This design comes from an exercise in tuning for small area on the open sky130 flow, not from production work.
RTL that was checked went through simulation tests only; none was proved equivalent to the original.
The RTL of runs 1 and 6 was laid out without a check of its function.
No driver is modelled on the clock port, so clocking that relies on it looks cheaper here than on a real chip.
Power is estimated from default activity; no workload was simulated.

File: config.mk
export PLATFORM = sky130hd
export DESIGN_NAME = crc32_engine
export DESIGN_NICKNAME = crc32_engine
export VERILOG_FILES = /design/flow/design.v
export SDC_FILE = /design/flow/constraint.sdc
export NUM_CORES = 4
export LEC_CHECK = 0
export CAP_MARGIN = 20
export CORE_MARGIN = 2
export CORE_UTILIZATION = 40
export SLEW_MARGIN = 20
export SYNTH_HIERARCHICAL = 1
export SYNTH_MEMORY_MAX_BITS = 65536
export SYNTH_MINIMUM_KEEP_SIZE = 0
File: constraint.sdc
create_clock -name core_clock -period 8.0 [get_ports {clk}]
set_input_delay 1.6000 -clock core_clock [delete_from_list [all_inputs] [get_ports {clk}]]
set_output_delay 1.6000 -clock core_clock [all_outputs]
set_load 0.01 [all_outputs]
File: design.v
module crc32_sbit #(
    parameter TAP = 1'b0
) (
    input  wire s,       
    input  wire s_up,    
    input  wire d,       
    input  wire p,       
    input  wire q,       
    input  wire dm,      
    input  wire fb,      
    output wire y
);
    wire keep = (p & s_up) | (q & s);
    assign y = keep ^ ((d & dm) | (fb & TAP));
endmodule
module crc32_dbit #(
    parameter TAP = 1'b0,
    parameter LD  = 1'b0
) (
    input  wire o,       
    input  wire o_up,    
    input  wire d,       
    input  wire p,       
    input  wire q,       
    input  wire ld,      
    input  wire fb,      
    output wire y
);
    wire keep = (p & o_up) | (q & o);
    assign y = (keep ^ (fb & TAP)) | (d & ld & LD);
endmodule
module crc32_nor2   (input wire a, b, output wire y);       assign y = !(a | b);                endmodule
module crc32_nor3   (input wire a, b, c, output wire y);    assign y = !(a | b | c);            endmodule
module crc32_nand2  (input wire a, b, output wire y);       assign y = !(a & b);                endmodule
module crc32_nand3  (input wire a, b, c, output wire y);    assign y = !(a & b & c);            endmodule
module crc32_nand4  (input wire a, b, c, d, output wire y); assign y = !(a & b & c & d);        endmodule
module crc32_and2   (input wire a, b, output wire y);       assign y = a & b;                   endmodule
module crc32_xor2   (input wire a, b, output wire y);       assign y = a ^ b;                   endmodule
module crc32_xnor2  (input wire a, b, output wire y);       assign y = !(a ^ b);                endmodule
module crc32_mux2   (input wire a0, a1, s, output wire y);  assign y = s ? a1 : a0;             endmodule
module crc32_nor2b  (input wire a, bn, output wire y);      assign y = !a & bn;                 endmodule
module crc32_and3b  (input wire an, b, c, output wire y);   assign y = !an & b & c;             endmodule
module crc32_and4b  (input wire an, b, c, d, output wire y); assign y = !an & b & c & d;        endmodule
module crc32_nor3b  (input wire a, b, cn, output wire y);   assign y = !a & !b & cn;            endmodule
module crc32_nor4b  (input wire a, b, c, dn, output wire y); assign y = !a & !b & !c & dn;      endmodule
module crc32_o21a   (input wire a1, a2, b1, output wire y); assign y = (a1 | a2) & b1;         endmodule
module crc32_a21boi (input wire a1, a2, b1n, output wire y); assign y = !(a1 & a2) & b1n;       endmodule
module crc32_a21oi  (input wire a1, a2, b1, output wire y); assign y = !((a1 & a2) | b1);       endmodule
module crc32_a211oi (input wire a1, a2, b1, c1, output wire y); assign y = !((a1 & a2) | b1 | c1); endmodule
module crc32_a31o   (input wire a1, a2, a3, b1, output wire y); assign y = (a1 & a2 & a3) | b1; endmodule
module crc32_a22o   (input wire a1, a2, b1, b2, output wire y); assign y = (a1 & a2) | (b1 & b2); endmodule
module crc32_a221o  (input wire a1, a2, b1, b2, c1, output wire y); assign y = (a1 & a2) | (b1 & b2) | c1; endmodule
module crc32_engine (
    input  wire        clk,
    input  wire        rst,
    input  wire        cmd_valid,
    output wire        cmd_ready,
    input  wire [7:0]  cmd,
    input  wire [31:0] din,
    output wire [31:0] dout,
    output wire        err
);
    localparam [31:0] POLY = 32'hEDB88320;
    reg [31:0] sn;        
    reg [31:0] d_q;       
    reg        err_q;     
    reg [2:0]  op_q;
    reg [4:0]  cnt_q;     
    wire [2:0] op = op_q;
    wire [4:0] c  = cnt_q;
    wire [7:0] k  = cmd;
    wire ready, acc;
    crc32_nor3  u_rdy (.a(op[2]), .b(op[1]), .c(op[0]), .y(ready));
    crc32_and3b u_acc (.an(rst), .b(cmd_valid), .c(ready), .y(acc));
    wire z, n0, az, azn, w, azw;
    crc32_nor3  u_z   (.a(k[7]), .b(k[3]), .c(k[2]), .y(z));       
    crc32_nor2  u_n0  (.a(k[1]), .b(k[0]), .y(n0));                
    crc32_and2  u_az  (.a(acc), .b(z), .y(az));
    crc32_and2  u_azn (.a(az), .b(n0), .y(azn));
    crc32_nor2b u_w   (.a(k[6]), .bn(k[5]), .y(w));                
    crc32_and2  u_azw (.a(az), .b(w), .y(azw));
    wire [3:0] dm;
    crc32_o21a   u_dm0 (.a1(k[4]), .a2(n0), .b1(azw), .y(dm[0]));
    crc32_a21boi u_dm1 (.a1(k[4]), .a2(n0), .b1n(dm[0]), .y(dm[1]));
    crc32_o21a   u_dm2 (.a1(k[1]), .a2(n0), .b1(dm[1]), .y(dm[2]));
    crc32_o21a   u_dm3 (.a1(k[0]), .a2(n0), .b1(dm[2]), .y(dm[3]));
    wire x54, v;
    crc32_xor2  u_x54 (.a(k[5]), .b(k[4]), .y(x54));
    crc32_nor2b u_v   (.a(k[6]), .bn(x54), .y(v));
    wire t6, a_tab;
    crc32_and3b u_t6  (.an(k[4]), .b(k[6]), .c(k[5]), .y(t6));
    crc32_and2  u_tab (.a(azn), .b(t6), .y(a_tab));
    wire nk54, go;
    crc32_nand2 u_nk54 (.a(k[5]), .b(k[4]), .y(nk54));
    crc32_a31o  u_go   (.a1(azn), .a2(k[6]), .a3(nk54), .b1(dm[0]), .y(go));
    wire nk654, lg, nlegal, e1, err_d;
    crc32_nand3 u_nk654 (.a(k[6]), .b(k[5]), .c(k[4]), .y(nk654));
    crc32_a22o  u_lg    (.a1(w), .a2(k[4]), .b1(n0), .b2(nk654), .y(lg));
    crc32_nand2 u_nl    (.a(z), .b(lg), .y(nlegal));
    crc32_a21oi u_e1    (.a1(acc), .a2(nlegal), .b1(err_q), .y(e1));
    crc32_nor2  u_err   (.a(rst), .b(e1), .y(err_d));
    wire sh_s, p_s, q_s, a10, fb_s, iv, sn_in;
    crc32_xor2   u_shs (.a(op[2]), .b(op[1]), .y(sh_s));          
    crc32_nor2b  u_ps  (.a(rst), .bn(sh_s), .y(p_s));             
    crc32_a211oi u_qs  (.a1(azn), .a2(v), .b1(rst), .c1(sh_s), .y(q_s));   
    crc32_and2   u_a10 (.a(op[1]), .b(op[0]), .y(a10));
    crc32_nor4b  u_fbs (.a(op[2]), .b(sn[0]), .c(rst), .dn(a10), .y(fb_s));   
    crc32_nor2b  u_iv  (.a(op[0]), .bn(op[1]), .y(iv));
    crc32_xor2   u_snin (.a(sn[0]), .b(iv), .y(sn_in));
    wire [31:0] sn_nxt = {sn_in, sn[31:1]};
    wire [31:0] sn_d;
    genvar i;
    generate
        for (i = 0; i < 32; i = i + 1) begin : g_s
            crc32_sbit #(.TAP(i < 31 ? POLY[i] : 1'b0)) u_s (
                .s(sn[i]), .s_up(sn_nxt[i]), .d(din[i]), .p(p_s),
                .q(q_s), .dm(dm[i / 8]), .fb(fb_s), .y(sn_d[i]));
        end
    endgenerate
    always @(posedge clk)
        sn <= sn_d;
    wire p_d, q_d, fb_d, xn, d_in;
    crc32_nor2b u_pd  (.a(rst), .bn(op[2]), .y(p_d));             
    crc32_nor3  u_qd  (.a(op[2]), .b(rst), .c(a_tab), .y(q_d));
    crc32_and4b u_fbd (.an(rst), .b(op[2]), .c(op[1]), .d(d_q[0]), .y(fb_d));   
    crc32_xnor2 u_xn  (.a(sn[0]), .b(op[0]), .y(xn));
    crc32_mux2  u_din (.a0(xn), .a1(d_q[0]), .s(op[1]), .y(d_in));
    wire [31:0] d_nxt = {d_in, d_q[31:1]};
    wire [31:0] d_d;
    generate
        for (i = 0; i < 32; i = i + 1) begin : g_d
            crc32_dbit #(.TAP(i < 31 ? POLY[i] : 1'b0), .LD(i < 8 ? 1'b1 : 1'b0)) u_d (
                .o(d_q[i]), .o_up(d_nxt[i]), .d(din[i]), .p(p_d),
                .q(q_d), .ld(a_tab), .fb(fb_d), .y(d_d[i]));
        end
    endgenerate
    always @(posedge clk)
        d_q <= d_d;
    wire e, last, p1, nd;
    wire [2:0] op_d;
    crc32_nand4 u_e    (.a(c[3]), .b(c[2]), .c(c[1]), .d(c[0]), .y(e));
    crc32_nor2b u_last (.a(e), .bn(c[4]), .y(last));               
    crc32_nor3b u_p1   (.a(op[2]), .b(op[1]), .cn(op[0]), .y(p1));  
    crc32_nor3  u_nd   (.a(last), .b(p1), .c(rst), .y(nd));         
    crc32_a22o  u_op2  (.a1(k[6]), .a2(go), .b1(op[2]), .b2(nd), .y(op_d[2]));
    crc32_a22o  u_op1  (.a1(k[5]), .a2(go), .b1(op[1]), .b2(nd), .y(op_d[1]));
    crc32_a221o u_op0  (.a1(k[4]), .a2(go), .b1(op[0]), .b2(nd), .c1(rst), .y(op_d[0]));
    wire x1, n10, x2, n210, x3, x4, x46, nt, s3, s4;
    wire [4:0] cnt_d;
    crc32_nor2  u_c0   (.a(c[0]), .b(acc), .y(cnt_d[0]));
    crc32_xnor2 u_x1   (.a(c[1]), .b(c[0]), .y(x1));
    crc32_nor2  u_c1   (.a(x1), .b(acc), .y(cnt_d[1]));
    crc32_nand2 u_n10  (.a(c[1]), .b(c[0]), .y(n10));
    crc32_xor2  u_x2   (.a(c[2]), .b(n10), .y(x2));
    crc32_nor2  u_c2   (.a(x2), .b(acc), .y(cnt_d[2]));
    crc32_nand3 u_n210 (.a(c[2]), .b(c[1]), .c(c[0]), .y(n210));
    crc32_xnor2 u_x3   (.a(c[3]), .b(n210), .y(x3));
    crc32_xnor2 u_x4   (.a(c[4]), .b(e), .y(x4));
    crc32_xor2  u_x46  (.a(k[4]), .b(k[6]), .y(x46));
    crc32_nand2 u_nt   (.a(k[5]), .b(x46), .y(nt));                
    crc32_nor2  u_s3   (.a(k[0]), .b(nt), .y(s3));
    crc32_nor2  u_s4   (.a(k[1]), .b(nt), .y(s4));
    crc32_mux2  u_c3   (.a0(x3), .a1(s3), .s(acc), .y(cnt_d[3]));
    crc32_mux2  u_c4   (.a0(x4), .a1(s4), .s(acc), .y(cnt_d[4]));
    always @(posedge clk) begin
        err_q <= err_d;
        op_q  <= op_d;
        cnt_q <= cnt_d;
    end
    assign cmd_ready = ready;
    assign dout      = d_q;
    assign err       = err_q;
endmodule
File: flow/run.sh
#!/bin/bash
# Layout: the standard flow (standard.sh), with these changes:
#  - after floorplan, every combinational cell is sized down to the smallest
#    cell of its function (flow/downsize.tcl); repair_design and
#    repair_timing size up again where needed;
#  - the port buffers are the smallest buffer (buf_1) instead of the
#    buffer_ports default;
#  - clock tree synthesis uses clkbuf_4, in clusters of at most 10 sinks,
#    and inserts no dummy load cells; after it, a clock buffer whose sinks
#    see too slow a slew is sized up (flow/clkfix.tcl).
# Every input and output port still gets its own buffer. The output of the
# whole run goes to flow_run.log in this folder; ORFS keeps each step's log
# under orfs/logs/.
set -euo pipefail
here=$(pwd)
bash standard.sh \
  POST_FLOORPLAN_TCL="$here/flow/downsize.tcl" \
  POST_CTS_TCL="$here/flow/clkfix.tcl" \
  BUFFER_PORTS_ARGS="-buffer_cell sky130_fd_sc_hd__buf_1" \
  CTS_ARGS="-sink_clustering_enable -repair_clock_nets -dont_use_dummy_load -buf_list sky130_fd_sc_hd__clkbuf_4 -sink_clustering_size 10" \
  finish > flow_run.log 2>&1
File: flow/clkfix.tcl
estimate_parasitics -placement
set bigger [dict create \
  sky130_fd_sc_hd__clkbuf_1 sky130_fd_sc_hd__clkbuf_2 \
  sky130_fd_sc_hd__clkbuf_2 sky130_fd_sc_hd__clkbuf_4 \
  sky130_fd_sc_hd__clkbuf_4 sky130_fd_sc_hd__clkbuf_8 \
  sky130_fd_sc_hd__clkbuf_8 sky130_fd_sc_hd__clkbuf_16]
set count 0
foreach inst [get_cells *] {
  set ref [get_property $inst ref_name]
  if { ![dict exists $bigger $ref] } { continue }
  set out [get_pins -of_objects $inst -filter "direction == output"]
  set net [get_nets -of_objects $out]
  set worst 0
  foreach pin [get_pins -of_objects $net -filter "direction == input"] {
    set s [get_property $pin slew_max]
    if { $s > $worst } { set worst $s }
  }
  if { $worst > 0.100 } {
    replace_cell [get_property $inst name] [dict get $bigger $ref]
    incr count
  }
}
puts "clkfix.tcl: sized up $count clock buffers"
if { $count > 0 } {
  detailed_placement
  check_placement -verbose
  estimate_parasitics -placement
}
File: flow/downsize.tcl
# Hook run after floorplan (POST_FLOORPLAN_TCL): size every combinational
# cell down to the smallest cell of the same function (same name, lower
# drive). Later steps (repair_design, repair_timing) size up again where the
# slew, capacitance or timing limits call for it.
set db [ord::get_db]
set block [ord::get_db_block]
proc is_dont_use { name } {
  foreach pat $::env(DONT_USE_CELLS) {
    if { [string match $pat $name] } { return 1 }
  }
  return 0
}
set count 0
foreach inst [$block getInsts] {
  set master [$inst getMaster]
  set name [$master getName]
  if { ![regexp {^(sky130_fd_sc_hd__[a-z0-9]+)_([0-9]+)$} $name -> base size] } { continue }
  if { [regexp {df|dl|clk|tap|conb|fill|decap|diode} $base] } { continue }
  set best $name
  set best_area [expr { [$master getWidth] * [$master getHeight] }]
  foreach s { 0 1 2 4 } {
    set cand ${base}_$s
    if { $cand eq $name || [is_dont_use $cand] } { continue }
    set cm [$db findMaster $cand]
    if { $cm == "NULL" } { continue }
    set area [expr { [$cm getWidth] * [$cm getHeight] }]
    if { $area < $best_area } {
      set best $cand
      set best_area $area
    }
  }
  if { $best ne $name } {
    replace_cell [$inst getName] $best
    incr count
  }
}
puts "downsize.tcl: sized down $count cells"
File: standard.sh
#!/bin/bash
# synth_recipe.tcl (not shown) runs the flow's synth.tcl, then flattens the netlist and writes it again
# the make line also repeats each setting of config.mk as NAME=value (left out here)
make -C /OpenROAD-flow-scripts/flow DESIGN_CONFIG=/design/flow/config.mk WORK_HOME=/design/flow/orfs CLKGATE_MAP_FILE= SYNTH_SCRIPT=/design/flow/synth_recipe.tcl "${@:-finish}"
==> impl_metrics.tcl, run 1 <==
set metrics [dict create \
    synth_top_family_by_area "compound AO/OA/AOI/OAI gates" \
    die_area_um2 8890 \
    synth_area_leaders "dfxtp_1 (45%), a22oi_2 (17%), xor2_1 (9.9%)" \
    drt_iter0_markers 161 \
    antenna_found_initial 0 \
    tightest_slew_ns 0.783 \
    grt_setup_unrepaired "no" \
    drv_cap 0 \
    synthXorXnorAreaFrac_pct 14.2 \
    slew_viol_final 0 \
    grt_pass1_wl_mm 11.6 \
    clkTransAtPathRegs_ns 0.07 \
    ioPinCount 77 \
    drtAntennaViolNets 0 \
    cp_data_arrival_time_ns 4.25 \
    path_max_fanout 10 \
    synth_top_area_cell "dfxtp_1" \
    overflow 0 \
    synth-adder-area-share_pct 0 \
    yosys_warnings 7 \
    diodes 0 \
    synth_top_area_share_pct 44.8 \
    p_leak_nw 1.20 \
    startpoint_type "primary input" \
    stdcell_area_um2 3530 \
    register_area_um2 1460 \
    multi_input_area_um2 1480 \
    syn-cell-area_um2 3260 \
    powerDensity_nw_per_um2 181 \
    ys_seq_elements 73 \
    cts_num_sinks 73 \
    port_buffers 76 \
    num_rows 32 \
    drt-pass1-iter-count 7 \
    cts_tree "done" \
    period_minus_slack_ns 4.03 \
    relSlewSlack_pct 47.8 \
    required_ns 8.22 \
    min_path_type "register to register" \
    dr_total_vias 2449 \
    endpoint_kind "register" \
    synth_common_cells "dfxtp_1 (73), a22oi_2 (45), xor2_1 (37)" \
    setup_tns_ns 0 \
    gp_congestion 0.734 \
    avgSynthCellArea_um2 11.6 \
    synth_most_common_cell "dfxtp_1" \
    peakVddDrop_mv 0.0871 \
    clock_latency_ns 0.35 \
    track_usage_pct 16.6 \
    start_util_pct 41.8 \
    chipHeight_um 94.3 \
    synthMuxAreaShare_pct 1.69 \
    synth_cell_types 28 \
    synth_simple_gate_area_share_pct 10.4 \
    crit_type "primary input to register" \
    synthArstFlopShare_pct 0 \
    syn_nets 323 \
    fillers 799 \
    drc 0 \
    hpwlAfterDp_mm 4.62 \
    ys.flop_type "dfxtp_1" \
    finalSetupViolations 0 \
    core-area_um2 7810 \
    place_area_um2 3420 \
    wl_per_cell_um 14.5 \
    synth_edf_count 0 \
    synth_compound_area_share_pct 28.1 \
    fin_nets 416 \
    first_global_vias 2421 \
    ys_seq_area_share_pct 44.8 \
    worst_clock_skew_ns 0.0254 \
    die_width_um 94.3 \
    hold_viol 0 \
    grt_max_degree 33 \
    netlist_instances 280 \
    fmax_mhz 248 \
    routed_via_density 5.18 \
    area_delta_synth_final_pct 8.37 \
    status "no timing/DRC/antenna violations" \
    drive_gt1_share_pct 5.39 \
    drt_wl_total_mm 6.84 \
    fin_crit_sh_pct 50.4 \
]
## modules after synthesis (local to each module, per instance), a selection
module / copies in the design / flip-flops and latches
crc32_and2: 5 / 0
crc32_xnor2: 4 / 0
crc32_a31o: 1 / 0
crc32_nor3b: 1 / 0
crc32_engine: 1 / 73
crc32_mux2: 3 / 0
crc32_a22o: 3 / 0
crc32_nand3: 2 / 0
crc32_nor4b: 1 / 0
crc32_nor2b: 6 / 0
## final timing paths
kind / start / endpoint / slack [ns] / cells past startpoint
worst max-delay path: rst / sn[24] / 3.97 / 11
worst min register to register: cnt_q[0] / cnt_q[0] / 0.47 / 1
worst max register to register: op_q[1] / sn[24] / 4.94 / 11
worst min-delay path: cnt_q[0] / cnt_q[0] / 0.47 / 1
## critical path: stages
cell and delay (ns):
buf_1 0.24, and3b_1 0.44, and2_1 0.18, and2_1 0.12, o21a_1 0.31, a21boi_0 0.24
buf_4 0.19, o21a_1 0.32, o21a_1 0.33, a21oi_1 0.12, xor2_1 0.15
## per-layer routing
layer / global-route usage, % / wire, um / vias to the layer above
li1: - / - / 1217
met1: 21.8 / 3230 / 1146
met2: 24.4 / 2910 / 76
met3: 7.22 / 619 / 10
met4: 5.07 / 72 / 0
met5: 0 / 0 / -
## kinds of logic (layout without fill, tap and decap cells)
family,count (synthesis),count (layout)
muxes,4,4
buffers and inverters,7,98
and+or+nand+nor,53,53
xor gates and xnor gates,53,53
DFF,73,73
AOI/OAI and AO/OA,90,90
## power breakdown
| part | switching [mW] | internal, mW |
|---|---|---|
| Combinational | 0.0247 | 0.0225 |
| Sequential | 0.0101 | 0.376 |
| Clock | 0.116 | 0.0900 |
| Total | 0.151 | 0.488 |
## cell usage in the layout, fill, tap and decap left out
cell type,count
nor4b_2,1
mux2_1,3
and2_1,5
a222oi_1,7
nor2b_2,2
buf_1,76
and4b_1,1
inv_1,7
a21boi_0,2
xor2_1,37
nand2_1,23
a22oi_1,45
and3b_1,2
nor3_1,3
nor2_1,7
a21oi_1,15
a22o_1,15
buf_4,6
xnor2_1,16
nand3_1,2
nor3_2,1
clkbuf_8,7
mux2i_1,1
nor3b_1,1
o21a_1,3
a211oi_4,1
nor2b_1,4
a31o_1,1
a221o_1,1
clkbuf_4,2
nand4_1,1
dfxtp_1,73
## layout make-up
| class | instances | share of cell area (%) |
|---|---|---|
| Sequential cell | 73 | 41.4 |
| Timing Repair Buffer | 82 | 9.35 |
| Inverter | 7 | 0.744 |
| Clock buffer | 9 | 3.15 |
| Tap cell | 102 | 3.61 |
| Multi-Input combinational cell | 200 | 41.8 |
## flip-flops by register name, indices dropped and copies added, names as in the netlist
signal,count
err_q,1
cnt_q,5
op_q,3
sn,32
d_q,32
## stage by stage
stage	total power, mW	setup slack (ns)	hold WS (ns)	cells	util [%]
after global routing	0.672	3.72	0.511	473	45.3
after floorplan	0.431	3.50	0.434	280	-
final	0.639	3.97	0.470	473	45.3
after global placement	0.441	3.70	0.450	464	43.8
after detailed placement	0.441	3.57	0.459	464	43.8
==> run 2: changes to the inputs <==
--- a/design.v
+++ b/design.v
@@ -100,10 +100,14 @@
     crc32_a21oi u_e1    (.a1(acc), .a2(nlegal), .b1(err_q), .y(e1));
     crc32_nor2  u_err   (.a(rst), .b(e1), .y(err_d));
-    wire sh_s, p_s, q_s, a10, fb_s, iv, sn_in;
-    crc32_xor2   u_shs (.a(op[2]), .b(op[1]), .y(sh_s));          
-    crc32_nor2b  u_ps  (.a(rst), .bn(sh_s), .y(p_s));             
-    crc32_a211oi u_qs  (.a1(azn), .a2(v), .b1(rst), .c1(sh_s), .y(q_s));   
-    crc32_and2   u_a10 (.a(op[1]), .b(op[0]), .y(a10));
-    crc32_nor4b  u_fbs (.a(op[2]), .b(sn[0]), .c(rst), .dn(a10), .y(fb_s));   
+    wire sh_s, a10, iv, sn_in;
+    wire [1:0] p_s, q_s, fb_s;
+    crc32_xor2   u_shs  (.a(op[2]), .b(op[1]), .y(sh_s));         
+    crc32_nor2b  u_ps0  (.a(rst), .bn(sh_s), .y(p_s[0]));         
+    crc32_nor2b  u_ps1  (.a(rst), .bn(sh_s), .y(p_s[1]));
+    crc32_a211oi u_qs0  (.a1(azn), .a2(v), .b1(rst), .c1(sh_s), .y(q_s[0]));   
+    crc32_a211oi u_qs1  (.a1(azn), .a2(v), .b1(rst), .c1(sh_s), .y(q_s[1]));
+    crc32_and2   u_a10  (.a(op[1]), .b(op[0]), .y(a10));
+    crc32_nor4b  u_fbs0 (.a(op[2]), .b(sn[0]), .c(rst), .dn(a10), .y(fb_s[0]));   
+    crc32_nor4b  u_fbs1 (.a(op[2]), .b(sn[0]), .c(rst), .dn(a10), .y(fb_s[1]));
     crc32_nor2b  u_iv  (.a(op[0]), .bn(op[1]), .y(iv));
     crc32_xor2   u_snin (.a(sn[0]), .b(iv), .y(sn_in));
@@ -114,13 +118,16 @@
         for (i = 0; i < 32; i = i + 1) begin : g_s
             crc32_sbit #(.TAP(i < 31 ? POLY[i] : 1'b0)) u_s (
-                .s(sn[i]), .s_up(sn_nxt[i]), .d(din[i]), .p(p_s),
-                .q(q_s), .dm(dm[i / 8]), .fb(fb_s), .y(sn_d[i]));
+                .s(sn[i]), .s_up(sn_nxt[i]), .d(din[i]), .p(p_s[i / 16]),
+                .q(q_s[i / 16]), .dm(dm[i / 8]), .fb(fb_s[i / 16]), .y(sn_d[i]));
         end
     endgenerate
     always @(posedge clk)
         sn <= sn_d;
-    wire p_d, q_d, fb_d, xn, d_in;
-    crc32_nor2b u_pd  (.a(rst), .bn(op[2]), .y(p_d));             
-    crc32_nor3  u_qd  (.a(op[2]), .b(rst), .c(a_tab), .y(q_d));
+    wire fb_d, xn, d_in;
+    wire [1:0] p_d, q_d;
+    crc32_nor2b u_pd0 (.a(rst), .bn(op[2]), .y(p_d[0]));          
+    crc32_nor2b u_pd1 (.a(rst), .bn(op[2]), .y(p_d[1]));
+    crc32_nor3  u_qd0 (.a(op[2]), .b(rst), .c(a_tab), .y(q_d[0]));
+    crc32_nor3  u_qd1 (.a(op[2]), .b(rst), .c(a_tab), .y(q_d[1]));
     crc32_and4b u_fbd (.an(rst), .b(op[2]), .c(op[1]), .d(d_q[0]), .y(fb_d));   
     crc32_xnor2 u_xn  (.a(sn[0]), .b(op[0]), .y(xn));
@@ -131,6 +138,6 @@
         for (i = 0; i < 32; i = i + 1) begin : g_d
             crc32_dbit #(.TAP(i < 31 ? POLY[i] : 1'b0), .LD(i < 8 ? 1'b1 : 1'b0)) u_d (
-                .o(d_q[i]), .o_up(d_nxt[i]), .d(din[i]), .p(p_d),
-                .q(q_d), .ld(a_tab), .fb(fb_d), .y(d_d[i]));
+                .o(d_q[i]), .o_up(d_nxt[i]), .d(din[i]), .p(p_d[i / 16]),
+                .q(q_d[i / 16]), .ld(a_tab), .fb(fb_d), .y(d_d[i]));
         end
     endgenerate
--- a/flow/clkfix.tcl
+++ b/flow/clkfix.tcl
@@ -16,5 +16,5 @@
     if { $s > $worst } { set worst $s }
   }
-  if { $worst > 0.100 } {
+  if { $worst > 0.110 } {
     replace_cell [get_property $inst name] [dict get $bigger $ref]
     incr count
--- a/config.mk
+++ b/config.mk
@@ -9,4 +9,5 @@
 export CORE_MARGIN = 2
 export CORE_UTILIZATION = 40
+export GPL_TIMING_DRIVEN = 0
 export SLEW_MARGIN = 20
 export SYNTH_HIERARCHICAL = 1
==> run 2 against run 1 <==
  * Still clean on timing, DRC and antenna
  * Clock-buffer cell count stayed put
  * Area after synthesis increased by 2.0%
  * Critical path depth decreased by 1
  * Critical path type unchanged
  * Largest power group unchanged
==> impl_metrics.tcl, run 2 <==
set metrics [dict create \
    combPwrFrac_pct 7.8 \
    final_common_cell "buf_1" \
    p_leak_nw 1.19 \
    ioPinCount 77 \
    status "no timing/DRC/antenna violations" \
    die_area_um2 9060 \
    hold_viol 0 \
    use_met2_pct 24.3 \
    synth_edf_count 0 \
    avgSynthCellArea_um2 11.7 \
    slowest_delay_ns 0.68 \
    clkTransAtPathRegs_ns 0.08 \
    worst_clock_skew_ns 0.0208 \
    grtUsageMet1_pct 19.5 \
    synthArstFlopShare_pct 0 \
    synth_area_leaders "dfxtp_1 (44%), a22oi_2 (17%), xor2_1 (9.7%)" \
    drv_cap 0 \
    switchingPower_uw 144 \
    fmax_mhz 218 \
    fin_crit_sh_pct 57.3 \
    track_usage_pct 15.4 \
    hp-start "cnt_q[0]" \
    cp_cell_sequence "buf_1 -> and3b_1 -> and2_1 -> and2_1 -> o21a_1 -> a21boi_1 -> o21a_1 -> o21a_1 -> a21oi_1 -> xor2_1" \
    startpoint_type "primary input" \
    core-area_um2 8130 \
    relSlewSlack_pct 30.9 \
    antenna_found_initial 0 \
    area_delta_synth_final_pct 6.47 \
    routed_via_density 5.23 \
    top_regs "d_q x32, sn x32, cnt_q x5" \
    final_core_util_pct 43.5 \
    finalSetupViolations 0 \
    drc 0 \
    synth_cell_types 28 \
    yosys_warnings 7 \
    start_util_pct 40.9 \
    fin_nets 420 \
    drt-pass1-iter-count 7 \
    totalPowerFinal_uw 612 \
    hpwlAfterDp_mm 4.83 \
    cts_tree "done" \
    gp_congestion 0.714 \
    grt_pass1_wl_mm 10.9 \
    grt_max_degree 17 \
    ys_seq_elements 73 \
    crit_type "primary input to register" \
    die_width_um 95.2 \
    syn-cell-area_um2 3330 \
    diodes 0 \
    p_int_uw 468 \
    drive_gt1_share_pct 5.87 \
    cp_data_arrival_time_ns 4.79 \
    grt_setup_unrepaired "no" \
    p_clk_share_pct 29.1 \
    required_ns 8.21 \
    r2r-start "op_q[2]" \
    drt_iter0_markers 145 \
    drtAntennaViolNets 0 \
    seq_power_share_pct 63.1 \
    first_global_vias 2305 \
    gr-max-usage-layer "met2" \
    clock_latency_ns 0.33 \
    endpoint_kind "register" \
    ys.flop_type "dfxtp_1" \
    synth_most_common_cell "dfxtp_1" \
    worst-path-buf-inv 1 \
    powerDensity_nw_per_um2 173 \
    chipHeight_um 95.2 \
    netlist_instances 285 \
    layout_common_cells "buf_1 (76), dfxtp_1 (73), a22oi_1 (45), xor2_1 (37), nand2_1 (23)" \
    synth_top_area_cell "dfxtp_1" \
    crit_family "compound AO/OA/AOI/OAI gates" \
    num_rows 33 \
    dr_total_vias 2509 \
    cts_num_sinks 73 \
    slew_viol_final 0 \
    ys_seq_area_share_pct 43.9 \
    crit_start "rst" \
    swShare_pct 23.6 \
    syn_nets 328 \
    synth_common_cells "dfxtp_1 (73), a22oi_2 (45), xor2_1 (37)" \
    path_max_fanout 15 \
    synth_top_area_share_pct 43.9 \
    period_minus_slack_ns 4.58 \
    crit_top_cell "o21a_1" \
    critPathSlowestCell "a21boi_1" \
    gr-usage-met3_pct 6.96 \
    wl_per_cell_um 14.1 \
    tightest_slew_ns 1.03 \
    min_path_type "register to register" \
    peakVddDrop_mv 0.0970 \
    overflow 0 \
    setup_tns_ns 0 \
    port_buffers 76 \
    drt_wl_total_mm 6.79 \
]
run 2: changes by cell type after synthesis:
| cell | change |
|---|---|
| nor3_2 | +1 |
| nor4b_2 | +1 |
| a211oi_2 | +1 |
| nor2b_4 | +2 |
run 2: worst paths after layout:
path / to / slack, ns / cells after the start
max: sn[29] / 3.42 / 10
min: cnt_q[0] / 0.48 / 1
max reg2reg: sn[29] / 4.38 / 10
min reg2reg: cnt_q[0] / 0.48 / 1
run 2: kinds of logic after synthesis:
family          Yosys count  synth area share, %
compound gates           91                 27.9
buf+inv                   7                0.790
simple gates             57                 11.7
mux                       4                 1.66
xor+xnor                 53                 14.0
flops                    73                 43.9
run 2: modules after synthesis, one instance, submodules excluded, excerpt:
module	flops+latches	cells inside	area [um2]
crc32_xnor2	0	1	8.76
crc32_and3b	0	1	8.76
crc32_nor2	0	1	3.75
crc32_a21boi	0	1	11.3
crc32_a211oi	0	1	12.5
crc32_a221o	0	1	10.0
crc32_nor4b	0	1	15.0
crc32_and2	0	1	6.26
crc32_a31o	0	1	8.76
crc32_mux2	0	1	15.0
run 2: metrics by stage:
stage | setup WS [ns] | cells | hold WS, ns | instance area (um2)
after floorplan | 4.27 | 285 | 0.434 | 3330
after global placement | 2.78 | 466 | 0.455 | 3390
after detailed placement | 3.06 | 471 | 0.462 | 3450
after global routing | 3.13 | 480 | 0.523 | 3540
final | 3.42 | 480 | 0.476 | 3540
run 2: layout make-up:
type | instances | area, um2
Fill cell | 821 | 4590
Clock buffer | 9 | 86.3
Sequential cell | 73 | 1460
Tap cell | 105 | 131
Inverter | 7 | 26.3
Multi-Input combinational cell | 205 | 1520
Timing Repair Buffer | 81 | 320
run 2: layer usage:
metal  share of wire, %  up-vias
li1                   -     1240
met1                 46     1208
met2                 48       59
met3                6.6        2
met4               0.28        0
met5                  0        -
run 2: power by group through the flow:
| stage | Sequential (mW) | Clock, mW | Combinational [mW] |
|---|---|---|---|
| 2_1_floorplan | 0.393 | 0 | 0.0389 |
| 3_3_place_gp | 0.394 | 0 | 0.0441 |
| 3_5_place_dp | 0.394 | 0 | 0.0476 |
| 5_1_grt | 0.388 | 0.202 | 0.0543 |
| 6_report | 0.386 | 0.178 | 0.0477 |
run 2: worst reg2reg max path, stage by stage, from the launching register on:
cell	delay [ns]
dfxtp_1	0.44
nor3_1	0.33
and3b_1	0.35
and2_1	0.18
and2_1	0.12
o21a_1	0.33
a21boi_1	0.68
o21a_1	0.40
o21a_1	0.37
a21oi_1	0.14
xor2_1	0.16
==> run 3: changes to the inputs <==
--- a/config.mk
+++ b/config.mk
@@ -9,5 +9,4 @@
 export CORE_MARGIN = 2
 export CORE_UTILIZATION = 40
-export GPL_TIMING_DRIVEN = 0
 export SLEW_MARGIN = 20
 export SYNTH_HIERARCHICAL = 1
==> run 3 against run 2 <==
  * Still clean
  * First-iteration DRC count is 5.5% lower
  * Area after synthesis unchanged
  * Via count shrank 2.1%
  * Critical path depth stayed put
  * Largest cell class unchanged
==> impl_metrics.tcl, run 3 <==
set metrics [dict create \
    swShare_pct 23.5 \
    synth_top_area_cell "dfxtp_1" \
    synth_cell_types 28 \
    r2r_slack_ns 4.29 \
    cp_cell_sequence "buf_1 -> and3b_1 -> and2_1 -> and2_1 -> o21a_1 -> a21boi_0 -> o21a_1 -> o21a_1 -> a21oi_1 -> xor2_1" \
    worst_clock_skew_ns 0.0211 \
    fin_nets 418 \
    path_depth 10 \
    synth_edf_count 0 \
    finalSetupViolations 0 \
    synth_top_area_share_pct 43.9 \
    wl_per_cell_um 14.1 \
    worst-path-buf-inv 1 \
    period_minus_slack_ns 4.68 \
    slowest_delay_ns 0.89 \
    antenna_found_initial 0 \
    clkTransAtPathRegs_ns 0.08 \
    netlist_instances 285 \
    drt_iter0_markers 137 \
    final_common_cell "buf_1" \
    tightest_slew_ns 1.07 \
    p_clk_share_pct 29.1 \
    ys_seq_elements 73 \
    path_max_fanout 15 \
    die_width_um 95.2 \
    hpwlAfterDp_mm 4.73 \
    worstHoldEndpoint "cnt_q[0]" \
    status "no timing/DRC/antenna violations" \
    synth_area_leaders "dfxtp_1 (44%), a22oi_2 (17%), xor2_1 (9.7%)" \
    cp_data_arrival_time_ns 4.89 \
    r2r.worst_path.cells 10 \
    final_core_util_pct 43.1 \
    die_area_um2 9060 \
    dr_total_vias 2457 \
    hp-start "cnt_q[0]" \
    drt_wl_total_mm 6.74 \
    synth_common_cells "dfxtp_1 (73), a22oi_2 (45), xor2_1 (37)" \
    min_path_type "register to register" \
    rr_endpoint "sn[30]" \
    area_delta_synth_final_pct 5.46 \
    critPathSlowestCell "a21boi_0" \
    synthArstFlopShare_pct 0 \
    final_cells 478 \
    drc 0 \
    drtAntennaViolNets 0 \
    syn-cell-area_um2 3330 \
    relSlewSlack_pct 28.2 \
    seq_power_share_pct 63.2 \
    layout_common_cells "buf_1 (76), dfxtp_1 (73), a22oi_1 (45), xor2_1 (37), nand2_1 (23)" \
    drive_gt1_share_pct 4.02 \
    top_regs "d_q x32, sn x32, cnt_q x5" \
    ys.flop_type "dfxtp_1" \
    setup_tns_ns 0 \
    diodes 0 \
    slew_viol_final 0 \
    hold_viol 0 \
    grt_pass1_wl_mm 10.8 \
    dp.cells 469 \
    first_global_vias 2286 \
    clock_latency_ns 0.33 \
    cts_num_sinks 73 \
    peakVddDrop_mv 0.108 \
    combPwrFrac_pct 7.7 \
    synth_most_common_cell "dfxtp_1" \
    chipHeight_um 95.2 \
    start_util_pct 40.9 \
    drv_cap 0 \
    track_usage_pct 15.3 \
    crit_type "primary input to register" \
    startpoint_type "primary input" \
    overflow 0 \
    fmax_mhz 214 \
    num_rows 33 \
    routed_via_density 5.14 \
    endpoint_kind "register" \
    syn_nets 328 \
    crit_top_cell "o21a_1" \
    avgSynthCellArea_um2 11.7 \
    grt_setup_unrepaired "no" \
    r2r-start "op_q[2]" \
    gp_congestion 0.747 \
    switchingPower_uw 144 \
    core-area_um2 8130 \
    holdPathStages 1 \
    ioPinCount 77 \
    p_leak_nw 1.18 \
    cts_tree "done" \
    fin_crit_sh_pct 58.5 \
    p_int_uw 467 \
    grt_max_degree 17 \
    powerDensity_nw_per_um2 174 \
    required_ns 8.21 \
    port_buffers 76 \
    drt-pass1-iter-count 5 \
    yosys_warnings 7 \
    whs_ns 0.474 \
    ys_seq_area_share_pct 43.9 \
    crit_family "compound AO/OA/AOI/OAI gates" \
]
==> run 3: per-module statistics from Yosys (local to each module, per instance), excerpt <==
module / cell area (um2) / cells / flops+latches / times used
crc32_a21boi: 11.3 / 1 / 0 / 1
crc32_a22o: 8.76 / 1 / 0 / 3
crc32_engine: 1460 / 73 / 73 / 1
crc32_nand2: 3.75 / 1 / 0 / 4
crc32_nand3: 5.00 / 1 / 0 / 2
crc32_nand4: 6.26 / 1 / 0 / 1
crc32_nor2: 3.75 / 1 / 0 / 7
crc32_nor4b: 15.0 / 1 / 0 / 2
crc32_xnor2: 8.76 / 1 / 0 / 4
crc32_xor2: 8.76 / 1 / 0 / 5
==> run 3: logic make-up (layout without fill, tap and decap cells) <==
kind of cell | after synthesis | count (layout) | share of synthesized area (%)
buffers and inverters | 7 | 95 | 0.790
xor gates and xnor gates | 53 | 53 | 14.0
and+or+nand+nor | 57 | 57 | 11.7
AOI/OAI and AO/OA | 91 | 91 | 27.9
DFF | 73 | 73 | 43.9
muxes | 4 | 4 | 1.66
==> run 3: how the worst max path moves through the flow <==
stage,from,endpoint,slack (ns)
after floorplan,rst,sn[24],4.27
after global placement,rst,sn[31],3.14
after detailed placement,rst,sn[28],3.01
after global routing,rst,sn[28],3.03
final,rst,sn[30],3.32
==> run 3: power groups by stage <==
stage / logic, mW / registers (mW) / clock network [mW]
finish: 0.0468 / 0.386 / 0.178
global route: 0.0526 / 0.387 / 0.202
floorplan: 0.0389 / 0.393 / 0
global placement: 0.0472 / 0.394 / 0
detailed placement: 0.0471 / 0.395 / 0
==> run 3: final cells by class <==
class                           instances  area [um2]
Clock buffer                            9        86.3
Fill cell                             826        4630
Inverter                                7        26.3
Multi-Input combinational cell        205        1490
Sequential cell                        73        1460
Tap cell                              105         131
Timing Repair Buffer                   79         308
==> run 3: per-layer routing <==
| layer | routed length (um) | up-vias | track usage [%] |
|---|---|---|---|
| met5 | 0 | - | 0 |
| met4 | 34 | 0 | 3.62 |
| met3 | 484 | 4 | 6.48 |
| met2 | 3110 | 61 | 23.5 |
| met1 | 3110 | 1157 | 19.9 |
| li1 | - | 1235 | - |
==> run 3: per-stage QoR <==
step / area, um2 / power (mW) / setup WS (ns)
finish: 3510 / 0.610 / 3.32
global route: 3510 / 0.642 / 3.03
detailed placement: 3420 / 0.442 / 3.01
global placement: 3420 / 0.441 / 3.14
floorplan: 3330 / 0.432 / 4.27
==> run 4: changes to the inputs <==
--- a/config.mk
+++ b/config.mk
@@ -6,8 +6,8 @@
 export NUM_CORES = 4
 export LEC_CHECK = 0
-export CAP_MARGIN = 20
+export CAP_MARGIN = 0
 export CORE_MARGIN = 2
 export CORE_UTILIZATION = 40
-export SLEW_MARGIN = 20
+export SLEW_MARGIN = 0
 export SYNTH_HIERARCHICAL = 1
 export SYNTH_MEMORY_MAX_BITS = 65536
==> run 4 against run 3 <==
  * Still clean
  * Clock-buffer cell count did not move
  * Final area about the same
  * Largest power group unchanged
  * Critical path depth unchanged
  * Synthesized cell count did not move
  * Critical endpoint unchanged
  * Non-clock buffer count unchanged
  * Power hardly changed
==> impl_metrics.tcl, run 4 <==
set metrics [dict create \
    gp_congestion 0.747 \
    num_rows 33 \
    relSlewSlack_pct 28.2 \
    p_leak_nw 1.18 \
    r2r.worst_path.cells 10 \
    chipHeight_um 95.2 \
    wl_per_cell_um 14.1 \
    die_width_um 95.2 \
    avgSynthCellArea_um2 11.7 \
    port_buffers 76 \
    fin_crit_sh_pct 58.1 \
    synth_edf_count 0 \
    grt_pass1_wl_mm 10.8 \
    endpoint_kind "register" \
    place_area_um2 3420 \
    cp_cell_sequence "buf_1 -> and3b_1 -> and2_1 -> and2_1 -> o21a_1 -> a21boi_0 -> o21a_1 -> o21a_1 -> a21oi_1 -> xor2_1" \
    drtAntennaViolNets 0 \
    cts_num_sinks 73 \
    synth_top_family_by_area "compound AO/OA/AOI/OAI gates" \
    overflow 0 \
    ioPinCount 77 \
    hpwlAfterDp_mm 4.73 \
    tightest_slew_ns 1.07 \
    peakVddDrop_mv 0.108 \
    synth_cell_types 28 \
    core-area_um2 8130 \
    first_global_vias 2286 \
    syn-cell-area_um2 3330 \
    worst_clock_skew_ns 0.0214 \
    startpoint_type "primary input" \
    synth_top_area_share_pct 43.9 \
    grt_max_degree 17 \
    status "no timing/DRC/antenna violations" \
    period_minus_slack_ns 4.65 \
    critPathSlowestCell "a21boi_0" \
    fin_nets 418 \
    netlist_instances 285 \
    start_util_pct 40.9 \
    diodes 0 \
    setup_tns_ns 0 \
    path_max_fanout 15 \
    hp-start "cnt_q[0]" \
    final_common_cell "buf_1" \
    holdPathStages 1 \
    drv_cap 0 \
    finalSetupViolations 0 \
    final_cells 478 \
    drt_iter0_markers 149 \
    ys.flop_type "dfxtp_1" \
    dp.cells 469 \
    track_usage_pct 15.3 \
    area_delta_synth_final_pct 5.38 \
    synthArstFlopShare_pct 0 \
    worstHoldEndpoint "cnt_q[0]" \
    synth_area_leaders "dfxtp_1 (44%), a22oi_2 (17%), xor2_1 (9.7%)" \
    drive_gt1_share_pct 3.75 \
    synth_simple_gate_area_share_pct 11.7 \
    yosys_warnings 7 \
    drc 0 \
    worst-path-buf-inv 1 \
    final_core_util_pct 43.1 \
    slew_viol_final 0 \
    drt-pass1-iter-count 5 \
    synthXorXnorAreaFrac_pct 14.0 \
    slowest_delay_ns 0.87 \
    dr_total_vias 2437 \
    stdcell_area_um2 3500 \
    required_ns 8.21 \
    antenna_found_initial 0 \
    syn_nets 328 \
    min_path_type "register to register" \
    clkTransAtPathRegs_ns 0.08 \
    crit_family "compound AO/OA/AOI/OAI gates" \
    synth_most_common_cell "dfxtp_1" \
    layout_common_cells "buf_1 (76), dfxtp_1 (73), a22oi_1 (45), xor2_1 (37), nand2_1 (23)" \
    routed_via_density 5.10 \
    synth_common_cells "dfxtp_1 (73), a22oi_2 (45), xor2_1 (37)" \
    die_area_um2 9060 \
    drt_wl_total_mm 6.74 \
    clock_latency_ns 0.33 \
    crit_type "primary input to register" \
    rr_endpoint "sn[30]" \
    ys_seq_elements 73 \
    synth_compound_area_share_pct 27.9 \
    powerDensity_nw_per_um2 174 \
    synth-adder-area-share_pct 0 \
    synthMuxAreaShare_pct 1.66 \
    grt_setup_unrepaired "no" \
    ys_seq_area_share_pct 43.9 \
    cp_data_arrival_time_ns 4.86 \
    r2r-start "op_q[2]" \
    top_regs "d_q x32, sn x32, cnt_q x5" \
    hold_viol 0 \
    r2r_slack_ns 4.30 \
    crit_top_cell "o21a_1" \
    cts_tree "done" \
    fmax_mhz 215 \
    synth_top_area_cell "dfxtp_1" \
    whs_ns 0.474 \
]
-- run 4: cell types whose count changed in the layout (fill, tap and decap cells not counted) --
cell / previous run / this run
nor2b_1: 7 / 8
nor2b_2: 1 / 0
-- run 4: kinds of logic (layout without fill, tap and decap cells) --
logic type | after synthesis | after routing
AOI/OAI and AO/OA | 91 | 91
xor gates and xnor gates | 53 | 53
buffers and inverters | 7 | 95
DFF | 73 | 73
muxes | 4 | 4
and+or+nand+nor | 57 | 57
-- run 4: stage by stage --
stage	setup WS, ns	power (mW)
finish	3.35	0.611
global placement	3.14	0.441
detailed placement	3.01	0.442
floorplan	4.27	0.432
global route	3.05	0.642
-- run 4: layout make-up --
cell class | count | area [um2]
inverter | 7 | 26.3
fill | 825 | 4630
sequential | 73 | 1460
timing repair buffer | 79 | 308
tap | 105 | 131
clock buffer | 9 | 86.3
multi-input combinational | 205 | 1490
-- run 4: worst max-delay path by stage --
stage	start	cells after the start	slack, ns	to
global route	rst	10	3.05	sn[28]
global placement	rst	10	3.14	sn[31]
detailed placement	rst	10	3.01	sn[28]
finish	rst	10	3.35	sn[30]
floorplan	rst	9	4.27	sn[24]
-- run 4: where the power goes --
part           internal, mW  leakage [nW]  switching [mW]  total, mW
Combinational        0.0225         0.537          0.0243     0.0467
Sequential            0.375         0.590          0.0105      0.386
Clock                0.0690        0.0492           0.109      0.178
-- run 4: routing by layer --
metal,global-route usage (%),vias up,routed length [um]
li1,-,1231,-
met1,19.9,1139,3140
met2,23.5,65,3110
met3,6.48,2,464
met4,3.62,0,25
met5,0,-,0
-- run 4: per-module statistics from Yosys (local to each module, per instance), excerpt --
module / copies in the design / cells inside
crc32_a211oi: 2 / 1
crc32_nand2: 4 / 1
crc32_and2: 5 / 1
crc32_and3b: 2 / 1
crc32_xnor2: 4 / 1
crc32_a22o: 3 / 1
crc32_mux2: 3 / 1
crc32_engine: 1 / 73
crc32_a221o: 1 / 1
crc32_and4b: 1 / 1
crc32_a31o: 1 / 1
crc32_o21a: 3 / 1
crc32_nand4: 1 / 1
==> run 5: changes to the inputs <==
==> flow/clkfix.tcl (replaced) <==
# Hook run at the end of CTS (POST_CTS_TCL): while some flip-flop clock pin
# sees a slew over 110 ps (placement parasitics), the clock buffer that
# drives it is replaced by the next larger clock buffer, one buffer at a
# time, worst first; then the placement is legalised again.
set bigger [dict create \
  sky130_fd_sc_hd__clkbuf_1 sky130_fd_sc_hd__clkbuf_2 \
  sky130_fd_sc_hd__clkbuf_2 sky130_fd_sc_hd__clkbuf_4 \
  sky130_fd_sc_hd__clkbuf_4 sky130_fd_sc_hd__clkbuf_8 \
  sky130_fd_sc_hd__clkbuf_8 sky130_fd_sc_hd__clkbuf_16]
set count 0
for { set iter 0 } { $iter < 20 } { incr iter } {
  estimate_parasitics -placement
  set worst_inst ""
  set worst 0.110
  foreach inst [get_cells *] {
    set ref [get_property $inst ref_name]
    if { ![dict exists $bigger $ref] } { continue }
    set out [get_pins -of_objects $inst -filter "direction == output"]
    set net [get_nets -of_objects $out]
    foreach pin [get_pins -of_objects $net -filter "direction == input"] {
      if { [get_property $pin name] ne "CLK" } { continue }
      set s [get_property $pin slew_max]
      if { $s > $worst } {
        set worst $s
        set worst_inst $inst
      }
    }
  }
  if { $worst_inst eq "" } { break }
  set ref [get_property $worst_inst ref_name]
  puts "clkfix.tcl: [get_property $worst_inst name] $ref -> [dict get $bigger $ref] (slew $worst)"
  replace_cell [get_property $worst_inst name] [dict get $bigger $ref]
  incr count
}
puts "clkfix.tcl: sized up $count clock buffers"
if { $count > 0 } {
  detailed_placement
  check_placement -verbose
  estimate_parasitics -placement
}
--- a/config.mk
+++ b/config.mk
@@ -6,8 +6,8 @@
 export NUM_CORES = 4
 export LEC_CHECK = 0
-export CAP_MARGIN = 0
+export CAP_MARGIN = 20
 export CORE_MARGIN = 2
 export CORE_UTILIZATION = 40
-export SLEW_MARGIN = 0
+export SLEW_MARGIN = 20
 export SYNTH_HIERARCHICAL = 1
 export SYNTH_MEMORY_MAX_BITS = 65536
==> run 5 against run 4 <==
  * Still clean
  * Power is 1.1% lower
  * Via count is 0.57% higher
  * Register-to-register slack hardly changed
  * Clock power is 3% lower
  * Area after synthesis stayed put
  * Flip-flop and latch count stayed put
  * Largest cell class unchanged
==> impl_metrics.tcl, run 5 <==
set metrics [dict create \
    powerDensity_nw_per_um2 173 \
    endpoint_kind "register" \
    slowest_delay_ns 0.89 \
    dp.cells 469 \
    final_core_util_pct 43.0 \
    overflow 0 \
    drt_wl_total_mm 6.69 \
    tightest_slew_ns 1.06 \
    avgSynthCellArea_um2 11.7 \
    critPathSlowestCell "a21boi_0" \
    worstHoldEndpoint "cnt_q[0]" \
    cts_num_sinks 73 \
    drc 0 \
    period_minus_slack_ns 4.62 \
    holdPathStages 1 \
    drt_iter0_markers 166 \
    cts_tree "done" \
    path_max_fanout 15 \
    finalSetupViolations 0 \
    rr_endpoint "sn[30]" \
    synth_top_area_share_pct 43.9 \
    slew_viol_final 0 \
    crit_top_cell "o21a_1" \
    chipHeight_um 95.2 \
    min_path_type "register to register" \
    synthArstFlopShare_pct 0 \
    first_global_vias 2286 \
    hp-start "cnt_q[0]" \
    required_ns 8.27 \
    grt_pass1_wl_mm 10.8 \
    yosys_warnings 7 \
    area_delta_synth_final_pct 5.27 \
    crit_family "compound AO/OA/AOI/OAI gates" \
    track_usage_pct 15.3 \
    die_width_um 95.2 \
    final_cells 478 \
    clock_latency_ns 0.39 \
    port_buffers 76 \
    start_util_pct 40.9 \
    cp_data_arrival_time_ns 4.89 \
    fmax_mhz 216 \
    netlist_instances 285 \
    synth_top_area_cell "dfxtp_1" \
    synth_area_leaders "dfxtp_1 (44%), a22oi_2 (17%), xor2_1 (9.7%)" \
    worst-path-buf-inv 1 \
    ys_seq_area_share_pct 43.9 \
    status "no timing/DRC/antenna violations" \
    gp_congestion 0.747 \
    hpwlAfterDp_mm 4.73 \
    syn-cell-area_um2 3330 \
    die_area_um2 9060 \
    grt_max_degree 17 \
    final_common_cell "buf_1" \
    fin_crit_sh_pct 57.8 \
    synth_edf_count 0 \
    peakVddDrop_mv 0.107 \
    r2r-start "op_q[2]" \
    r2r.worst_path.cells 10 \
    crit_type "primary input to register" \
    ioPinCount 77 \
    clkTransAtPathRegs_ns 0.08 \
    wl_per_cell_um 14.0 \
    ys_seq_elements 73 \
    num_rows 33 \
    fin_nets 418 \
    routed_via_density 5.13 \
    whs_ns 0.474 \
    synth_common_cells "dfxtp_1 (73), a22oi_2 (45), xor2_1 (37)" \
    diodes 0 \
    hold_viol 0 \
    grt_setup_unrepaired "no" \
    p_leak_nw 1.17 \
    relSlewSlack_pct 28.6 \
    drive_gt1_share_pct 4.02 \
    layout_common_cells "buf_1 (76), dfxtp_1 (73), a22oi_1 (45), xor2_1 (37), nand2_1 (23)" \
    drtAntennaViolNets 0 \
    drv_cap 0 \
    antenna_found_initial 0 \
    syn_nets 328 \
    ys.flop_type "dfxtp_1" \
    r2r_slack_ns 4.30 \
    totalPowerFinal_uw 604 \
    cp_cell_sequence "buf_1 -> and3b_1 -> and2_1 -> and2_1 -> o21a_1 -> a21boi_0 -> o21a_1 -> o21a_1 -> a21oi_1 -> xor2_1" \
    top_regs "d_q x32, sn x32, cnt_q x5" \
    setup_tns_ns 0 \
    worst_clock_skew_ns 0.0232 \
    synth_cell_types 28 \
    core-area_um2 8130 \
    synth_most_common_cell "dfxtp_1" \
    startpoint_type "primary input" \
    drt-pass1-iter-count 5 \
    dr_total_vias 2451 \
]
==> run 5: stage by stage <==
stage               cell area (um2)  setup WS (ns)
floorplan                      3330           4.27
finish                         3500           3.38
global placement               3420           3.14
detailed placement             3420           3.01
global route                   3500           3.11
==> run 5: worst register-to-register path: cells and delay by family, from the launching register on <==
kind	cells	cell delay, ns
flops	1	0.42
compound gates	5	2.10
xor+xnor	1	0.15
simple gates	4	0.91
==> run 5: worst max-delay path by stage <==
stage               startpoint  endpoint  cells past startpoint  slack (ns)
floorplan                  rst    sn[24]                      9        4.27
global placement           rst    sn[31]                     10        3.14
detailed placement         rst    sn[28]                     10        3.01
global route               rst    sn[28]                     10        3.11
finish                     rst    sn[30]                     10        3.38
==> run 5: power by group <==
part           leakage [nW]  internal, mW  switching [mW]
Clock                0.0466        0.0630           0.109
Combinational         0.537        0.0225          0.0243
Sequential            0.590         0.375          0.0104
Total                  1.17         0.461           0.143
==> run 5: logic make-up after synthesis <==
group	count (synthesis)	synth area share [%]
compound gates	91	27.9
xor+xnor	53	14.0
buf+inv	7	0.790
flops	73	43.9
mux	4	1.66
simple gates	57	11.7
==> run 5: metal layers <==
metal / track usage, % / vias up / share of wire [%]
met4: 3.62 / 0 / 0.43
met2: 23.5 / 62 / 47
li1: - / 1232 / -
met3: 6.48 / 2 / 6.7
met1: 19.9 / 1155 / 46
met5: 0 / - / 0
==> run 5: final cells by class <==
class,count,area [um2]
fill,825,4630
multi-input combinational,205,1490
sequential,73,1460
timing repair buffer,79,308
tap,105,131
clock buffer,9,80.1
inverter,7,26.3
==> run 5: per-module statistics from Yosys (local to each module, per instance), a selection <==
module / times used / area, um2 / flip-flops and latches
crc32_engine: 1 / 1460 / 73
crc32_mux2: 3 / 15.0 / 0
crc32_nor3b: 1 / 12.5 / 0
crc32_xor2: 5 / 8.76 / 0
crc32_and3b: 2 / 8.76 / 0
crc32_nand4: 1 / 6.26 / 0
crc32_nor2: 7 / 3.75 / 0
crc32_nand2: 4 / 3.75 / 0
==> run 6: changes to the inputs <==
--- a/design.v
+++ b/design.v
@@ -27,6 +27,15 @@
     output wire y
 );
-    wire keep = (p & o_up) | (q & o);
-    assign y = (keep ^ (fb & TAP)) | (d & ld & LD);
+    generate
+        if (TAP && LD) begin : g_tl
+            wire keep_n, k;
+            crc32_a22oi u_k (.a1(p), .a2(o_up), .b1(q), .b2(o), .y(keep_n));
+            crc32_xnor2 u_f (.a(keep_n), .b(fb), .y(k));
+            crc32_a21o  u_y (.a1(d), .a2(ld), .b1(k), .y(y));
+        end else begin : g_b
+            wire keep = (p & o_up) | (q & o);
+            assign y = (keep ^ (fb & TAP)) | (d & ld & LD);
+        end
+    endgenerate
 endmodule
 module crc32_nor2   (input wire a, b, output wire y);       assign y = !(a | b);                endmodule
@@ -49,4 +58,6 @@
 module crc32_a211oi (input wire a1, a2, b1, c1, output wire y); assign y = !((a1 & a2) | b1 | c1); endmodule
 module crc32_a31o   (input wire a1, a2, a3, b1, output wire y); assign y = (a1 & a2 & a3) | b1; endmodule
+module crc32_a21o   (input wire a1, a2, b1, output wire y); assign y = (a1 & a2) | b1;         endmodule
+module crc32_a22oi  (input wire a1, a2, b1, b2, output wire y); assign y = !((a1 & a2) | (b1 & b2)); endmodule
 module crc32_a22o   (input wire a1, a2, b1, b2, output wire y); assign y = (a1 & a2) | (b1 & b2); endmodule
 module crc32_a221o  (input wire a1, a2, b1, b2, c1, output wire y); assign y = (a1 & a2) | (b1 & b2) | c1; endmodule
==> run 6 against run 5 <==
  * Critical path depth did not move
  * Final area up 0.39%
  * Non-clock buffer count rose by 2
  * Register-to-register slack worse by 0.04 ns
  * Power grew 0.73%
  * Die area shrank 0.18%
  * Clock-buffer cell count is the same
  * Worst setup slack gained 0.029 ns
  * Sequential power is essentially flat
==> impl_metrics.tcl, run 6 <==
set metrics [dict create \
    drtAntennaViolNets 0 \
    cts_num_sinks 73 \
    powerDensity_nw_per_um2 173 \
    syn-cell-area_um2 3320 \
    die_width_um 95.1 \
    final_cells 479 \
    p_leak_nw 1.18 \
    netlist_instances 284 \
    ys_seq_area_share_pct 44.0 \
    min_path_type "register to register" \
    hpwlAfterDp_mm 4.84 \
    slew_viol_final 0 \
    drv_cap 0 \
    place_area_um2 3430 \
    finalSetupViolations 0 \
    clkTransAtPathRegs_ns 0.09 \
    crit_start "rst" \
    clock_latency_ns 0.41 \
    avgSynthCellArea_um2 11.7 \
    yosys_warnings 7 \
    drc 0 \
    cts_tree "done" \
    crit_top_cell "o21a_1" \
    diodes 0 \
    pre_cts_slack_ns 2.97 \
    worst_slack_ns 3.40 \
    track_usage_pct 15.6 \
    synth_top_area_share_pct 44.0 \
    area_delta_synth_final_pct 5.88 \
    worst-path-buf-inv 1 \
    layout_common_cells "buf_1 (76), dfxtp_1 (73), a22oi_1 (45), xor2_1 (37), nand2_1 (23)" \
    synth_area_leaders "dfxtp_1 (44%), a22oi_2 (17%), xor2_1 (9.8%)" \
    whs_ns 0.477 \
    dp.cells 470 \
    r2r-start "op_q[2]" \
    cp_data_arrival_time_ns 4.87 \
    synth_cell_types 27 \
    path_depth 10 \
    totalPowerFinal_uw 609 \
    hp-start "cnt_q[0]" \
    worst_clock_skew_ns 0.0186 \
    grt_max_degree 17 \
    antenna_found_initial 0 \
    setup_tns_ns 0 \
    grt_pass1_wl_mm 10.9 \
    port_buffers 76 \
    top_regs "d_q x32, sn x32, cnt_q x5" \
    wl_per_cell_um 14.4 \
    startpoint_type "primary input" \
    gp_congestion 0.751 \
    peakVddDrop_mv 0.102 \
    syn_nets 327 \
    start_util_pct 40.8 \
    required_ns 8.28 \
    fin_nets 419 \
    final_common_cell "buf_1" \
    synth_edf_count 0 \
    drt-pass1-iter-count 5 \
    stdcell_area_um2 3510 \
    first_global_vias 2230 \
    relSlewSlack_pct 30.7 \
    critPathSlowestCell "a21boi_0" \
    ys_seq_elements 73 \
    die_area_um2 9040 \
    synth_common_cells "dfxtp_1 (73), a22oi_2 (45), xor2_1 (37)" \
    tightest_slew_ns 1.03 \
    crit_type "primary input to register" \
    dr_total_vias 2463 \
    chipHeight_um 95.1 \
    drt_wl_total_mm 6.88 \
    core-area_um2 8130 \
    ys.flop_type "dfxtp_1" \
    slowest_delay_ns 0.86 \
    ioPinCount 77 \
    routed_via_density 5.14 \
    drt_iter0_markers 130 \
    cp_cell_sequence "buf_1 -> and3b_1 -> and2_1 -> and2_1 -> o21a_1 -> a21boi_0 -> o21a_1 -> o21a_1 -> nand2_1 -> xor2_1" \
    endpoint_kind "register" \
    num_rows 33 \
    drive_gt1_share_pct 5.08 \
    synth_top_area_cell "dfxtp_1" \
    final_core_util_pct 43.2 \
    status "no timing/DRC/antenna violations" \
    hold_viol 0 \
    r2r.worst_path.cells 10 \
    period_minus_slack_ns 4.60 \
    fin_crit_sh_pct 57.4 \
    synth_most_common_cell "dfxtp_1" \
    grt_setup_unrepaired "no" \
    path_max_fanout 15 \
    holdPathStages 1 \
    synthArstFlopShare_pct 0 \
    fmax_mhz 218 \
    overflow 0 \
    crit_family "compound AO/OA/AOI/OAI gates" \
]
-- run 6: Yosys stat by module (local to each module, per instance), excerpt --
module,flip-flops and latches,cell area [um2],cells,copies in the design
crc32_a22o,0,8.76,1,3
crc32_and2,0,6.26,1,5
crc32_and4b,0,10.0,1,1
crc32_a22oi,0,12.5,1,1
crc32_nand3,0,5.00,1,2
crc32_nor2b,0,13.8,1,8
crc32_a21boi,0,11.3,1,1
crc32_nand2,0,3.75,1,4
crc32_a21oi,0,8.76,1,1
crc32_and3b,0,8.76,1,2
crc32_a31o,0,8.76,1,1
crc32_nand4,0,6.26,1,1
crc32_nor3,0,10.0,1,5
-- run 6: worst register-to-register path, cell delays in order (launching register included) --
cell	delay, ns
dfxtp_1	0.43
nor3_1	0.32
and3b_1	0.34
and2_1	0.17
and2_1	0.12
o21a_1	0.32
a21boi_0	0.86
o21a_1	0.42
o21a_1	0.35
nand2_1	0.11
xor2_1	0.17
-- run 6: kinds of logic (layout without fill, tap and decap cells) --
kind of cell / count (synthesis) / count (layout) / share of synthesized area, %
buffers and inverters: 7 / 97 / 0.792
xor gates and xnor gates: 54 / 54 / 14.2
muxes: 3 / 3 / 1.36
and+or+nand+nor: 57 / 57 / 11.8
AOI/OAI and AO/OA: 90 / 90 / 27.8
DFF: 73 / 73 / 44.0
-- run 6: final cells by class --
class / instances / area, um2
inverters: 7 / 26.3
clock buffers: 9 / 80.1
flip-flops and latches: 73 / 1460
fillers: 821 / 4620
well taps: 105 / 131
multi-input cells: 204 / 1490
repair buffers: 81 / 323
-- run 6: routing by layer --
metal / vias up / global-route usage (%) / wire length (um)
met5: - / 0 / 0
met4: 0 / 4.35 / 65
met3: 8 / 6.72 / 450
met2: 66 / 24.4 / 3110
met1: 1159 / 19.6 / 3250
li1: 1230 / - / -
-- run 6: path summary, 6_finish.rpt --
check,to,slack (ns)
max,sn[28],3.40
min reg2reg,cnt_q[0],0.48
max reg2reg,sn[28],4.26
min,cnt_q[0],0.48
-- run 6: power by group --
group / switching (mW) / internal (mW) / total, mW
registers: 0.0102 / 0.375 / 0.386
logic: 0.0252 / 0.0229 / 0.0480
clock network: 0.112 / 0.0629 / 0.175
total: 0.147 / 0.461 / 0.609

-- what the ideal ports hide --
The results above use ideal ports. As a check the final layouts listed here were re-extracted and re-timed, cells and wires unchanged. Step 1: set_driving_cell puts a clkbuf_16 on clk and a buf_2 on each other input, an assumption about the parent block. Step 2 adds t to the input delays and takes it off the output delays; t is the mean of the earliest and latest rising clock arrival at the registers after step 1. Input paths then give back, and output paths get back, about the clock's delay inside the block. Slacks: ideal ports / drivers / drivers and shift; pairs: ideal ports / drivers.
| run | t, ns | setup WS [ns] | worst data-port slew with drivers (ns) |
|---|---|---|---|
| run 1 | 0.371 | 3.968 / 3.979 / 3.608 | 0.04 |
| run 2 | 0.352 | 3.419 / 3.419 / 3.067 | 0.05 |
| run 3 | 0.354 | 3.322 / 3.318 / 2.965 | 0.04 |
| run 4 | 0.354 | 3.352 / 3.349 / 2.994 | 0.04 |
| run 5 | 0.409 | 3.376 / 3.367 / 2.958 | 0.04 |
| run 6 | 0.428 | 3.405 / 3.400 / 2.972 | 0.04 |
After both steps setup and hold are still met in every run listed. For run 6, which loses most, drivers alone change the setup slack by -0.005 ns; drivers and shift together by -0.433 ns.
